Source: an optimization exercise on an open RTL-to-GDS flow (aim: small area). Production flows keep margins and buffers that such runs may drop.
Only simulation tests tie the RTL to the original design; equivalence was not proved. The clock port is modelled as an ideal driver; clocking choices that lean on that would not hold on a real chip.

Design kgs, start of the top module:
module kgs (
    input  wire         clk,
    input  wire         rst,
    input  wire         op_valid,
    input  wire [2:0]   op_code,
    input  wire [7:0]   op_arg,
    output wire         busy,
    output wire         updated,
    output wire [1:0]   link,
    output wire [1:0]   cd,
    output wire [56:0]  cur_ts,
    output wire [56:0]  sync_ts,
    output reg          ev_trigger,
    output reg          ev_sync_ts,
    output reg          ev_status,
    output reg          ev_link_lost,
    output reg          ev_skip,
    output reg          ev_malformed,
    output reg          ev_checksum,
    output reg          ev_missed_pulse,
    output wire [7:0]   ev_skip_count,
    output wire [7:0]   ev_csum_calc,
    output wire [7:0]   ev_csum_exp,
    output wire [4:0]   ev_pkt_len,
    output wire [167:0] ev_pkt
);
clock: 48.0 ns
lec_check: 0
cap_margin: 10
core_margin: 2
core_utilization: 65
cts_cluster_diameter: 100
cts_cluster_size: 30
slew_margin: 10
standard.sh (not shown) runs the stock make flow with config.mk's settings and CLKGATE_MAP_FILE= SYNTH_SCRIPT=/design/flow/synth_recipe.tcl, a recipe that flattens the netlist after the stock synthesis.
==> flow/flow/run.sh <==
#!/bin/bash
# Layout flow: the standard ORFS flow (standard synthesis unchanged), with
# buf_1 cells as the port buffers and no dummy loads in the clock tree.
set -uo pipefail
bash standard.sh \
  'BUFFER_PORTS_ARGS=-buffer_cell sky130_fd_sc_hd__buf_1' \
  'CTS_ARGS=-sink_clustering_enable -repair_clock_nets -sink_clustering_size 30 -sink_clustering_max_diameter 100 -dont_use_dummy_load' \
  finish > flow_make.log 2>&1
status=$?
cp -r orfs/logs flow_logs 2>/dev/null
exit $status
The first run finished with capacitance limit, slew limit left.
==> next run, changes <==
--- a/flow/design.v
+++ b/flow/design.v
@@ -79,33 +79,33 @@
         begin
             pb = pkt[8*i +: 8];
         end
     endfunction
     wire do_reset = rst || (op_valid && op_code == OP_RESET);
     wire do_scan  = op_valid && op_code == OP_SCAN && busy_r;
     wire do_poll  = op_valid && op_code == OP_POLL && !busy_r;
     wire do_cfg   = op_valid && op_code == OP_CFG;
     wire do_tick  = op_valid && op_code == OP_TICK;
     wire do_pps   = op_valid && op_code == OP_PPS;
     wire do_rxb   = op_valid && op_code == OP_RXB;
-    wire [63:0] rlo = 64'd1 << rd[5:0];
-    wire [3:0]  rhi = 4'd1 << rd[7:6];
-    reg  [7:0]  rgrp [0:3];
+    wire [15:0] rlo = 16'd1 << rd[3:0];
+    wire [15:0] rhi = 16'd1 << rd[7:4];
+    reg  [7:0]  rgrp [0:15];
     reg  [7:0]  b_cur;
     integer     ri, rk;
     always @(*) begin
         b_cur = 8'd0;
-        for (ri = 0; ri < 4; ri = ri + 1) begin
+        for (ri = 0; ri < 16; ri = ri + 1) begin
             rgrp[ri] = 8'd0;
-            for (rk = 0; rk < 64; rk = rk + 1)
-                rgrp[ri] = rgrp[ri] | (ring[8*(64*ri+rk) +: 8] & {8{rlo[rk]}});
+            for (rk = 0; rk < 16; rk = rk + 1)
+                rgrp[ri] = rgrp[ri] | (ring[8*(16*ri+rk) +: 8] & {8{rlo[rk]}});
             b_cur = b_cur | (rgrp[ri] & {8{rhi[ri]}});
         end
     end
     wire [7:0]  wdata = do_reset ? 8'd0 : op_arg;
     wire [15:0] wlo   = (16'd1 << wr[3:0]) | {16{do_reset}};
     wire [15:0] whi   = ({15'd0, do_rxb} << wr[7:4]) | {16{do_reset}};
     generate
         for (gi = 0; gi < 256; gi = gi + 1) begin : g_ring
             always @(posedge clk)
                 if (whi[gi / 16] && wlo[gi % 16])
                     ring[8*gi +: 8] <= wdata;
@@ -257,22 +257,24 @@
             inpkt       <= 1'b0;
             plen        <= 5'd0;
             esc         <= 1'b0;
             skip_z      <= 1'b1;
             link_r      <= LINK_UNAVAIL;
             age         <= 16'd0;
             cd_r        <= CD_SYNCING;
             explen      <= 8'd0;
             remaining   <= 8'd0;
             record_sync <= 1'b0;
             mag_locked  <= 1'b0;
+            cur_ts_r    <= 57'd0;
+            sync_ts_r   <= 57'd0;
             {m1_24, m1_8f, m1_10, m1_03} <= 4'd0;
             {m2_24, m2_10, m2_03}        <= 3'd0;
             m3_03       <= 1'b0;
         end else begin
             if (do_rxb) begin
                 wr <= wr_inc;
                 if (w_at_m1) {m1_24, m1_8f, m1_10, m1_03} <=
                     {op_arg == 8'h24, op_arg == 8'h8F, op_arg == DLE, op_arg == ETX};
                 if (w_at_m2) {m2_24, m2_10, m2_03} <=
                     {op_arg == 8'h24, op_arg == DLE, op_arg == ETX};
                 if (w_at_m3) m3_03 <= (op_arg == ETX);
@@ -318,57 +320,52 @@
             end
             if (do_poll) begin
                 snap      <= wr;
                 busy_r    <= 1'b1;
                 updated_r <= 1'b0;
             end
             if ((do_scan && drained) || frame_done)
                 busy_r <= 1'b0;
             if (accept || lock_chg)
                 updated_r <= 1'b1;
             if (accept) begin
+                cur_ts_r <= acc_ts;
                 link_r   <= LINK_ACTIVE;
             end
             if (lock_chg) begin
                 mag_locked  <= ~mag_locked;
+                cur_ts_r[0] <= ~mag_locked;
             end
+            if (latch_sync)
+                sync_ts_r <= acc_ts;
             if (do_cfg) begin
                 explen    <= op_arg;
                 remaining <= op_arg;
                 cd_r      <= CD_SYNCING;
             end
             if (cnt_step)
                 remaining <= rem_zero ? explen : rem_dec;
             if (pps_ok)
                 cd_r <= CD_TRIGGERED;
             if (accept && explen != 8'd0) begin
                 if (cd_r == CD_TRIGGERED)
                     cd_r <= CD_ENABLED;
                 else if (cd_r == CD_SYNCING && sec_aligned)
                     cd_r <= CD_ENABLED;
             end
             if (latch_sync)
                 record_sync <= 1'b0;
             else if (fire)
                 record_sync <= 1'b1;
         end
     end
-    wire [56:0] ts_d = do_reset ? 57'd0 : acc_ts;
-    always @(posedge clk) begin
-        if (do_reset || accept)
-            cur_ts_r[56:1] <= ts_d[56:1];
-        if (do_reset || accept || lock_chg)
-            cur_ts_r[0] <= do_reset ? 1'b0 : (accept ? acc_ts[0] : ~mag_locked);
-        if (do_reset || latch_sync)
-            sync_ts_r <= ts_d;
-    end
     generate
         for (gi = 0; gi < 21; gi = gi + 1) begin : g_pkt
             always @(posedge clk)
                 if ((wr_a && plen == gi) || (wr_b && gi > 0 && plen == gi - 1))
                     pkt[8*gi +: 8] <= b_cur;
         end
     endgenerate
     always @(posedge clk) begin
         if (do_reset) begin
             ev_trigger      <= 1'b0;
             ev_sync_ts      <= 1'b0;
Outcome: This time the run produced a clean layout; design area is about the same; synthesized cell count grows by 1.5%; non-clock buffer count goes down by 86; sequential share of layout area goes down by 0.96 points; die area came out higher by 0.77%.

[afterwards: timing with drivers on the ports]
No port has a modelled driver above. Below, the same layouts with a new extraction and two added sets of constraints.
Step 1 assumes that a clkbuf_16 drives the clock port and a buf_2 every other input.
Step 2 adds t to the input delays and takes it off the output delays; t is the mean of the earliest and latest rising clock arrival at the registers after step 1. Input paths then give back, and output paths get back, about the clock's delay inside the block.
Three values: ideal ports, drivers, drivers and shift; two values: the first two.
run	t, ns	setup slack, ns	hold slack, ns	cell pins on the clock port's net
the first run	0.862	34.332 / 34.332 / 33.808	0.497 / 0.497 / 0.497	1
the second run	0.829	33.788 / 33.788 / 33.788	0.481 / 0.481 / 0.481	1
The setup slack of the first run, which loses most, moves by 0.000 ns with the drivers and by -0.524 ns with both steps.
